This design comes from an exercise in tuning for small area, a short achievable clock period and few clock cycles on the open sky130 flow, not from production work.
Only simulation tests tie the RTL to the original design; equivalence was not proved.
Power figures rest on the tool's default switching activity, not on a simulated workload.

// framing_core
module framing_core #(
    parameter CAP = 32
) (
    input  wire        clk,
    input  wire        rst,           
    input  wire        cmd_valid,
    input  wire [15:0] cmd_data,
    output wire        cmd_ready,
    output reg         resp_valid,
    output reg  [9:0]  resp_data,     
    output reg         ev_valid,
    output reg  [2:0]  ev_kind,       
    output reg  [23:0] ev_arg,
    input  wire        wait_done,
    input  wire        rx_valid,
    input  wire [7:0]  rx_data,
    input  wire        rx_last,
    input  wire        rx_empty,
    output wire        rx_ready
);
Size: roughly 3700 cells after synthesis, about 980 flip-flops, ~72 I/O pins, ~42000 µm² of cells after synthesis.
clock: 8.0 ns
lec_check: 0
abc_area: 1
cap_margin: 20
core_margin: 2
core_utilization: 40
cts_cluster_diameter: 90
cts_cluster_size: 26
slew_margin: 20
standard.sh (not shown) runs the stock make flow with config.mk's settings and CLKGATE_MAP_FILE= SYNTH_SCRIPT=/design/flow/synth_recipe.tcl, a recipe that flattens the netlist after the stock synthesis.
==> flow/flow/run.sh <==
#!/bin/bash
set -euo pipefail
bash standard.sh SETUP_SLACK_MARGIN=5.3 finish > standard.log 2>&1
Testbench counts at the start, summed over its fixed seeds: cycles 20,831.
Rerun with:
--- a/flow/design.v
+++ b/flow/design.v
@@ -280,24 +280,19 @@
     reg [2:0]  trig_i;
     reg [23:0] wacc;            
     reg [2:0]  aph;             
     reg        acy;
     reg       s_trig;           
     reg       s_wdone;          
     reg       s_rx;             
     reg       last_att;         
-    wire       bw = rx_valid && s_rx && !rx_empty;    
-    wire       bl = bw && rx_last;                     
-    wire       be = rx_valid && s_rx && rx_empty;     
-    wire [7:0] bd = rx_data;
-    wire       b_start = (rx_data == START);
-    wire       b_end   = (rx_data == END_);
-    wire       b_big   = (rx_data > CAP);
-    wire       b_small = (rx_data < 8'd4);
+    reg        bw, bl, be;      
+    reg [7:0]  bd;
+    reg        b_start, b_end, b_big, b_small;    
     assign rx_ready = 1'b1;
     reg        rdec_clr_ev;
     wire       rx_ok = (req_status == 3'd1);     
     wire       rdec_acc, rdec_rd_ok, rdec_open, rdec_done_ok, rdec_done_nx, rdec_err_nx;
     wire [7:0] rdec_rd_data;
     wire [4:0] rdec_rem;
     wire [1:0] rdec_err;
     wire [5:0] rdec_total;
@@ -355,16 +350,24 @@
         for (k = 2; k < NB + 2; k = k + 1)
             if (e_wr && en == k + 2)
                 enc_buf[k] <= imm8;
     end
     always @(posedge clk) begin
         resp_valid  <= 1'b0;
         ev_valid    <= 1'b0;
         rdec_clr_ev <= 1'b0;
+        bw <= rx_valid && s_rx && !rx_empty && !rst;
+        bl <= rx_valid && s_rx && rx_last && !rx_empty && !rst;
+        be <= rx_valid && s_rx && rx_empty && !rst;
+        bd <= rx_data;
+        b_start <= (rx_data == START);
+        b_end   <= (rx_data == END_);
+        b_big   <= (rx_data > CAP);
+        b_small <= (rx_data < 8'd4);
         resp_data   <= {r_ill, r_f, r_d};
         ev_kind     <= EV_POLL;
         ev_arg      <= {8'd0, req_addr, req_resplen};
         if (rdy) begin
             op      <= cmd_valid ? dop : {NOP{1'b0}};
             imm8    <= cmd_data[7:0];
             i_start <= (cmd_data[7:0] == START);
             i_end   <= (cmd_data[7:0] == END_);
=> Clock-buffer cell count came out higher by 4. Utilization falls by 1.8 points. Critical path depth came out lower by 17. Flip-flop and latch count is higher by 15. Total power drops by 1.4%. Sequential power came out higher by about 1%. Routed wire length is lower by 1.6%. Global-route usage falls by 0.54 points. Non-clock buffer count falls by 61. Fmax rises by 8.3%.
Testbench counts after the change, summed over its fixed seeds: cycles 21,000.

* * *

== rev 12 ==
Another version of the RTL of framing_core (not shown whole).
For scale: roughly 3,900 cells after synthesis, about 960 flip-flops, roughly 72 I/O pins.
Design framing_core, start of the top module:
module framing_core #(
    parameter CAP = 32
) (
    input  wire        clk,
    input  wire        rst,           
    input  wire        cmd_valid,
    input  wire [15:0] cmd_data,
    output wire        cmd_ready,
    output reg         resp_valid,
    output reg  [9:0]  resp_data,     
    output reg         ev_valid,
    output reg  [2:0]  ev_kind,       
    output reg  [23:0] ev_arg,
    input  wire        wait_done,
    input  wire        rx_valid,
    input  wire [7:0]  rx_data,
    input  wire        rx_last,
    input  wire        rx_empty,
    output wire        rx_ready
);
Settings: LEC_CHECK=0, ABC_AREA=1, CAP_MARGIN=20, CORE_MARGIN=2, CORE_UTILIZATION=40, CTS_CLUSTER_DIAMETER=90, CTS_CLUSTER_SIZE=26, SLEW_MARGIN=20; clock period 8.0 ns.
==> flow/flow/run.sh <==
#!/bin/bash
set -euo pipefail
bash standard.sh SETUP_SLACK_MARGIN=5.15 finish > standard.log 2>&1
Testbench counts of rev 12, summed over its fixed seeds: cycles 21,000.
Input-level comparison between rev 13 and rev 12:
--- a/flow/design.v
+++ b/flow/design.v
@@ -190,35 +190,21 @@
         8'h44: dop[O_REQ_ATT]     = 1'b1;
         8'h45: dop[O_REQ_START]   = c_z;
         8'h46: dop[O_REQ_STATUS]  = c_z;
         8'h47: dop[O_REQ_AVAIL]   = c_z;
         8'h48: dop[O_REQ_READ]    = c_z;
         default: ;
         endcase
     end
     reg           rdy;        
     reg           cv;         
-    reg           ov;         
-    reg [4:0]     oi;         
-    reg  [NOP-1:0] op;        
-    integer m;
-    always @(*) begin
-        for (m = 0; m < NOP; m = m + 1)
-            op[m] = ov && (oi == m);
-    end
-    reg [4:0] doi;
-    integer j;
-    always @(*) begin
-        doi = 5'd0;
-        for (j = 0; j < NOP; j = j + 1)
-            if (dop[j]) doi = doi | j[4:0];
-    end
+    reg [NOP-1:0] op;         
     reg [7:0]     imm8;
     reg           i_start, i_end, i_big, i_small;    
     assign cmd_ready = rdy;
     wire take = cmd_valid && rdy;
     reg  rbusy;               
     wire ex = cv && !rbusy;
     wire [NOP-1:0] x = rbusy ? {NOP{1'b0}} : op;
     reg  [7:0] crc_acc;
     wire [7:0] crc_nx;          
     reg [7:0] enc_buf [2:NB+1];
@@ -343,21 +329,21 @@
         ({8{x[O_DEC_AVAIL] & dec_done_ok}} & {3'b000, dec_rem}) |
         ({8{x[O_DEC_READ] & dec_rd_ok}} & dec_rd_data) |
         ({8{x[O_DEC_ISOPEN]}} & {7'd0, dec_open}) |
         ({8{x[O_DEC_HASERR]}} & {7'd0, dec_err != 2'd0}) |
         ({8{x[O_DEC_LASTERR]}} & {6'd0, dec_err}) |
         ({8{x[O_DEC_TOTLEN]}} & {2'b00, dec_total}) |
         ({8{x[O_REQ_STATUS]}} & {5'd0, req_status}) |
         ({8{x[O_REQ_AVAIL] & rx_ok}} & {3'b000, rdec_rem}) |
         ({8{x[O_REQ_READ] & rq_rd_ok}} & rdec_rd_data) |
         ({8{x[O_REQ_START]}} & 8'h04);    
-    wire r_ill = !ov;
+    wire r_ill = ~|op;
     wire start_req = x[O_REQ_START] && maxatt_nz;
     wire eval_fin  = rdec_done_nx || last_att;
     reg  busy_nx;
     always @(*) begin
         busy_nx = rbusy;
         if (start_req)
             busy_nx = 1'b1;
         if (bl && eval_fin)
             busy_nx = 1'b0;
         if (be)
@@ -379,22 +365,21 @@
         be <= rx_valid && s_rx && rx_empty && !rst;
         bd <= rx_data;
         b_start <= (rx_data == START);
         b_end   <= (rx_data == END_);
         b_big   <= (rx_data > CAP);
         b_small <= (rx_data < 8'd4);
         resp_data   <= {r_ill, r_f, r_d};
         ev_kind     <= EV_POLL;
         ev_arg      <= {8'd0, req_addr, req_resplen};
         if (rdy) begin
-            ov      <= cmd_valid && (|dop);
-            oi      <= doi;
+            op      <= cmd_valid ? dop : {NOP{1'b0}};
             imm8    <= cmd_data[7:0];
             i_start <= (cmd_data[7:0] == START);
             i_end   <= (cmd_data[7:0] == END_);
             i_big   <= (cmd_data[7:0] > CAP);
             i_small <= (cmd_data[7:0] < 8'd4);
         end
         if (rst) begin
             rdy        <= 1'b1;
             cv         <= 1'b0;
             rbusy      <= 1'b0;
## What came out
Rev 12 → rev 13: routed wire length higher; number of buffers inserted to repair setup after CTS lower; depth of the worst register-to-register path lower; share of total power in sequential cells higher; layout overhead on the synthesized area lower.
Testbench counts of rev 13, summed over its fixed seeds: cycles 21,000.

* * *

== v36 ==
framing_core, a different RTL version from the one above (not shown whole).
Size: ~4,200 cells after synthesis, roughly 990 flip-flops, about 72 I/O pins, ~0.044 sq mm of cells after synthesis.
==> flow/config.mk <==
export PLATFORM = sky130hd
export DESIGN_NAME = framing_core
export DESIGN_NICKNAME = framing_core
export VERILOG_FILES = /design/flow/design.v
export SDC_FILE = /design/flow/constraint.sdc
export NUM_CORES = 4
export LEC_CHECK = 0
export ABC_AREA = 1
export CAP_MARGIN = 20
export CORE_MARGIN = 2
export CORE_UTILIZATION = 40
export SETUP_SLACK_MARGIN = 5.0
export SLEW_MARGIN = 20
==> flow/constraint.sdc <==
create_clock -name core_clock -period 8.0 [get_ports {clk}]
set_input_delay 1.6000 -clock core_clock [delete_from_list [all_inputs] [get_ports {clk}]]
set_output_delay 1.6000 -clock core_clock [all_outputs]
set_load 0.01 [all_outputs]
run.sh (not shown) runs the stock make flow with config.mk's settings and CLKGATE_MAP_FILE= SYNTH_SCRIPT=/design/flow/synth_recipe.tcl, a recipe that flattens the netlist after the stock synthesis.
Stock flow here: none of the scripts above is used.
Testbench counts of v36, summed over its fixed seeds: cycles 21,164.
> inputs changed (v36 -> v29)
--- a/flow/design.v
+++ b/flow/design.v
@@ -215,26 +215,43 @@
     reg       erdok;                           
     reg [5:0] ep;
     reg [7:0] epf;
     reg [7:0] ecrc;
     wire [7:0] ecrc_nx;
     fc_crc8_step u_ecrc (.acc_in(ecrc), .data(imm8), .acc_out(ecrc_nx));
-    reg  [7:0] klen;                           
-    always @(*) begin
-        case (en)
-        6'd4:  klen = 8'h61; 6'd5:  klen = 8'hff; 6'd6:  klen = 8'hd1; 6'd7:  klen = 8'h86;
-        6'd8:  klen = 8'h3e; 6'd9:  klen = 8'h96; 6'd10: klen = 8'h8b; 6'd11: klen = 8'hef;
-        6'd12: klen = 8'hff; 6'd13: klen = 8'hfb; 6'd14: klen = 8'h32; 6'd15: klen = 8'h6a;
-        6'd16: klen = 8'h8a; 6'd17: klen = 8'hde; 6'd18: klen = 8'hd1; 6'd19: klen = 8'h85;
-        6'd20: klen = 8'h7e; 6'd21: klen = 8'h85; 6'd22: klen = 8'hc1; 6'd23: klen = 8'h5f;
-        6'd24: klen = 8'h21; 6'd25: klen = 8'hea; 6'd26: klen = 8'h38; 6'd27: klen = 8'hd1;
-        6'd28: klen = 8'hae; 6'd29: klen = 8'hd7; 6'd30: klen = 8'he7; 6'd31: klen = 8'h5e;
-        6'd32: klen = 8'h8a;
-        default: klen = 8'h00;
-        endcase
-    end
+    wire [7:0] klen =
+        (en == 6'd4) ? 8'h61 :
+        (en == 6'd5) ? 8'hff :
+        (en == 6'd6) ? 8'hd1 :
+        (en == 6'd7) ? 8'h86 :
+        (en == 6'd8) ? 8'h3e :
+        (en == 6'd9) ? 8'h96 :
+        (en == 6'd10) ? 8'h8b :
+        (en == 6'd11) ? 8'hef :
+        (en == 6'd12) ? 8'hff :
+        (en == 6'd13) ? 8'hfb :
+        (en == 6'd14) ? 8'h32 :
+        (en == 6'd15) ? 8'h6a :
+        (en == 6'd16) ? 8'h8a :
+        (en == 6'd17) ? 8'hde :
+        (en == 6'd18) ? 8'hd1 :
+        (en == 6'd19) ? 8'h85 :
+        (en == 6'd20) ? 8'h7e :
+        (en == 6'd21) ? 8'h85 :
+        (en == 6'd22) ? 8'hc1 :
+        (en == 6'd23) ? 8'h5f :
+        (en == 6'd24) ? 8'h21 :
+        (en == 6'd25) ? 8'hea :
+        (en == 6'd26) ? 8'h38 :
+        (en == 6'd27) ? 8'hd1 :
+        (en == 6'd28) ? 8'hae :
+        (en == 6'd29) ? 8'hd7 :
+        (en == 6'd30) ? 8'he7 :
+        (en == 6'd31) ? 8'h5e :
+        (en == 6'd32) ? 8'h8a :
+                         8'h00;
     wire       e_wr   = x[O_ENC_WRITE] && eok;
     wire       e_end  = x[O_ENC_END] && eopen;
     wire       e_rd   = x[O_ENC_READ] && erdok;
     reg  [7:0] enext;                          
     always @(*) begin
         if (ep == 6'd1)          enext = {2'b00, en};
@@ -330,12 +347,15 @@
                 enc_buf[k] <= imm8;
     end
     always @(posedge clk) begin
         resp_valid  <= 1'b0;
         ev_valid    <= 1'b0;
         rdec_clr_ev <= 1'b0;
+        resp_data   <= {r_ill, r_f, r_d};
+        ev_kind     <= EV_POLL;
+        ev_arg      <= {8'd0, req_addr, req_resplen};
         bw <= rx_valid && s_rx && !rx_empty;
         bl <= rx_valid && s_rx && rx_last && !rx_empty;
         be <= rx_valid && s_rx && rx_empty;
         bd <= rx_data;
         if (rdy) begin
             op   <= cmd_valid ? dop : {NOP{1'b0}};
@@ -375,16 +395,14 @@
             3'd1: begin {acy, wacc[5:0]}   <= {1'b0, wacc[5:0]}   + {1'b0, req_delay[5:0]};  aph <= 3'd2; end
             3'd2: begin {acy, wacc[11:6]}  <= {1'b0, wacc[11:6]}  + {1'b0, req_delay[11:6]} + {6'd0, acy}; aph <= 3'd3; end
             3'd3: begin {acy, wacc[17:12]} <= {1'b0, wacc[17:12]} + {3'b000, req_delay[15:12]} + {6'd0, acy}; aph <= 3'd4; end
             3'd4: begin wacc[23:18] <= wacc[23:18] + {5'd0, acy}; aph <= 3'd0; end
             default: ;
             endcase
-            if (ex) begin
+            if (ex)
                 resp_valid <= !start_req;
-                resp_data  <= {r_ill, r_f, r_d};
-            end
             if (x[O_CRC_RESET])
                 crc_acc <= 8'h00;
             if (x[O_CRC_CALC] || x[O_CRC_UPDATE])
                 crc_acc <= crc_nx;
             if (x[O_ENC_RESET]) begin
                 eopen <= 1'b1;
@@ -450,14 +468,12 @@
                     s_trig  <= 1'b0;
                     s_wdone <= 1'b1;
                 end
                 endcase
             end
             if (s_wdone) begin
-                ev_kind <= EV_POLL;
-                ev_arg  <= {8'd0, req_addr, req_resplen};
                 if (wait_done) begin
                     ev_valid <= 1'b1;
                     s_wdone  <= 1'b0;
                     s_rx     <= 1'b1;
                 end
             end
Notes after the runs:
v29 against v36: number of global-route vias before repair now smaller; routed wire length now smaller; starting density of the core essentially unchanged; total power after layout now smaller. Looking at portion of the layout cell area used by clock cells across v36 and v29, the one that comes out higher is v36.
Testbench counts of v29, summed over its fixed seeds: cycles 21,164.

## port drivers added, routing unchanged
How much do the figures lean on ideal ports? The routed layouts below were timed once more, with nothing changed but the port constraints. Step 1 assumes that a clkbuf_16 drives the clock port and a buf_2 every other input. Step 2 also shifts input and output timing later by t, the mid clock arrival at the registers, as if the neighbouring blocks saw the same clock. Three values: no drivers, after step 1, after step 2; two values: the first two.
| run | t (ns) | slack for setup (ns) | worst slew at a driven data input, ns |
|---|---|---|---|
| the first run of note 1 | 0.725 | 4.959 / 4.993 / 4.268 | 0.06 |
| the second run of note 1 | 0.703 | 5.191 / 5.130 / 4.669 | 0.10 |
| rev 12 | 0.697 | 5.087 / 5.087 / 4.480 | 0.09 |
| rev 13 | 0.694 | 5.184 / 5.117 / 4.607 | 0.05 |
| v36 | 0.759 | 4.957 / 4.880 / 4.444 | 0.04 |
| v29 | 0.728 | 5.032 / 4.961 / 4.432 | 0.08 |
After both steps setup and hold are still met in every run listed. For the first run of note 1, which loses most, drivers alone change the setup slack by +0.034 ns; drivers and shift together by -0.691 ns.
